This design comes from an exercise in tuning for a short achievable clock period and few clock cycles on the open sky130 flow, not from production work.
The RTL was checked by simulation tests, not by an equivalence proof against the original design.

== before ==
## simpleos_core
module simpleos_core (
    input  wire        clk,
    input  wire        rst,           
    output wire        mem_req,
    output wire        mem_we,
    output wire [10:0] mem_addr,
    output wire [31:0] mem_wdata,
    input  wire        mem_ack,
    input  wire [31:0] mem_rdata,
    input  wire [6:0]  rnd_value,
    output wire        rnd_take,
    output wire        out_valid,
    output wire [1:0]  out_port,
    output wire [31:0] out_data,
    output wire        anom_valid,
    output wire [31:0] anom_pc,
    output wire [31:0] anom_op,
    output wire        halted,
    output wire [1:0]  halt_code,     
    output wire [31:0] halt_addr,
    output wire [31:0] reg_ac,
    output wire [31:0] reg_x,
    output wire [31:0] reg_y,
    output wire [31:0] reg_sp,
    output wire [31:0] reg_pc,
    output wire [31:0] reg_ir,
    output wire        reg_mode       
);
Size: ~5400 cells after synthesis, about 420 I/O pins.
clock: 7.0 ns
lec_check: 0
cap_margin: 20
core_margin: 2
core_utilization: 30
place_density: 0.6
setup_slack_margin: 4.0
slew_margin: 20
tns_end_percent: 30
run.sh (not shown) runs the stock make flow with config.mk's settings and CLKGATE_MAP_FILE= SYNTH_SCRIPT=/design/flow/synth_recipe.tcl, a recipe that flattens the netlist after the stock synthesis.
Testbench counts of before, summed over its fixed seeds: cycles 166,772.
#### Input delta (after over before)
-- flow/design.v --
<<< before, line 31
    localparam [31:0] SYS_STACK_TOP = 32'd2000;
    localparam [2:0] FA_PC = 3'd0, FA_SP = 3'd1, FA_SPM1 = 3'd2, FA_SPX = 3'd3,
                     FA_OPR = 3'd4, FA_OPRIX = 3'd5;
    function flt(input [31:0] a, input m);
        flt = a[31] || (a[30:11] != 21'd0) || (a[10:0] >= 11'd2000) ||
>>> after, line 31
    localparam [31:0] SYS_STACK_TOP = 32'd2000;
    localparam [2:0] FA_PC = 3'd0, FA_SP = 3'd1, FA_SPM1 = 3'd2, FA_SPX = 3'd3,
                     FA_OPR = 3'd4, FA_OPRIX = 3'd5, FA_MDR = 3'd6;
    function flt(input [31:0] a, input m);
        flt = a[31] || (a[30:11] != 21'd0) || (a[10:0] >= 11'd2000) ||
<<< before, line 84
    reg  [31:0] wd;          
    reg  [31:0] opr;         
    reg  [31:0] ix;          
    reg  [20:0] ixn;         
>>> after, line 84
    reg  [31:0] wd;          
    reg  [31:0] opr;         
    reg  [31:0] mdr;         
    reg  [31:0] ix;          
    reg  [20:0] ixn;         
<<< before, line 100
    wire q_fromsp = p_fromsp && rzr, q_incx = p_incx && rzr, q_decx = p_decx && rzr;
    wire q_push = p_push && rzr, q_int = p_int && rzr;
    reg         ov;  reg [1:0] opt;
    reg         av;  reg [31:0] apc;
    reg         take;        
    reg         hlt; reg [1:0] hcode; reg [31:0] haddr;
>>> after, line 101
    wire q_fromsp = p_fromsp && rzr, q_incx = p_incx && rzr, q_decx = p_decx && rzr;
    wire q_push = p_push && rzr, q_int = p_int && rzr;
    reg         ov;  reg [1:0] opt; reg [31:0] od;
    reg         av;  reg [31:0] apc, aop;
    reg         take;        
    reg         hlt; reg [1:0] hcode; reg [31:0] haddr;
<<< before, line 111
    assign out_valid  = ov;
    assign out_port   = opt;
    assign out_data   = ac;      
    assign anom_valid = av;
    assign anom_pc    = apc;
    assign anom_op    = ir;      
    assign halted     = hlt;
    assign halt_code  = hcode;
>>> after, line 112
    assign out_valid  = ov;
    assign out_port   = opt;
    assign out_data   = od;
    assign anom_valid = av;
    assign anom_pc    = apc;
    assign anom_op    = aop;
    assign halted     = hlt;
    assign halt_code  = hcode;
<<< before, line 170
            FA_OPR:   fa = opr;
            FA_OPRIX: fa = add32(opr, ix, 1'b0);
            default:  fa = pc;
        endcase
>>> after, line 171
            FA_OPR:   fa = opr;
            FA_OPRIX: fa = add32(opr, ix, 1'b0);
            FA_MDR:   fa = mdr;
            default:  fa = pc;
        endcase
<<< before, line 238
    wire        rD = d_rd && f_rd;
    wire        wD = d_1998;
    wire [2:0] faD = (i_lind && !ph) ? FA_OPR : d_spp1 ? FA_SP : FA_PC;
    wire bfa  = bf || bfr;
    wire adv  = mem_ack && req && !bfa && !bad;      
>>> after, line 240
    wire        rD = d_rd && f_rd;
    wire        wD = d_1998;
    wire [2:0] faD = (i_lind && !ph) ? FA_MDR : d_spp1 ? FA_SP : FA_PC;
    wire bfa  = bf || bfr;
    wire adv  = mem_ack && req && !bfa && !bad;      
<<< before, line 416
                alu_ci <= !r6[1];
                apc    <= pc;
            end
            if (stF) begin
>>> after, line 418
                alu_ci <= !r6[1];
                apc    <= pc;
                aop    <= rd;
            end
            if (stF) begin
<<< before, line 433
            end
            if (cO) opr <= rd;
            if (cD && i_lind && !ph) opr <= rd;
            if (cO && i_st)          wd <= ac;
            if (cO && i_call)        wd <= pc1;
>>> after, line 436
            end
            if (cO) opr <= rd;
            if (cD) mdr <= rd;
            if (cO && i_st)          wd <= ac;
            if (cO && i_call)        wd <= pc1;
<<< before, line 439
            if (cO && i_put) begin
                opt <= rd[1:0];
            end
            if (stO && i_put) ov <= (rd == 32'd1) || (rd == 32'd2);
>>> after, line 442
            if (cO && i_put) begin
                opt <= rd[1:0];
                od  <= ac;
            end
            if (stO && i_put) ov <= (rd == 32'd1) || (rd == 32'd2);
==> comparison <==
- after: first-pass GRT wire length is 17000 um higher than what before reported.
- Number of clock sinks seen by CTS: after higher than before
- Via count: after > before
- after against before: maximum number of pins on one net before global-route repair fell about 10%, count of instances resized after the clock tree is built rose 14%, number of well-tap cells placed rose about 3%, final standard cell utilization of the core rose 0.40 points.
- Delta (after minus before): synthesized area shows an increase of about 6.6%; worst path setup slack after routing rose 0.044 ns; number of nets in the finished design moved up; mean routed wirelength per cell picked up an extra 2.6%.
Testbench counts of after, summed over its fixed seeds: cycles 166,772.

[separate check: timing with driven ports]
Ports are ideal in the flow. The routed layouts listed here were re-timed in OpenROAD.
Step 1, drivers: a clkbuf_16 drives clk and a buf_2 each remaining input, both assumed.
Step 2 moves the port delays by t, midway between the first and last clock arrival at a register: inputs arrive t later, outputs are due t later. That takes back most of the time a late clock gives input paths.
Slacks: no drivers / after step 1 / after step 2; pairs: no drivers / after step 1.
run | t, ns | setup WS [ns] | worst setup path at the end | slew at the worst register clock pin (ns)
before | 0.789 | 3.426 / 3.426 / 2.934 | input to register | 0.07 / 0.07
after | 0.809 | 3.470 / 3.470 / 2.759 | input to register | 0.07 / 0.07
After both steps setup and hold are still met in every run listed. For after, which loses most, drivers alone change the setup slack by 0.000 ns; drivers and shift together by -0.711 ns.
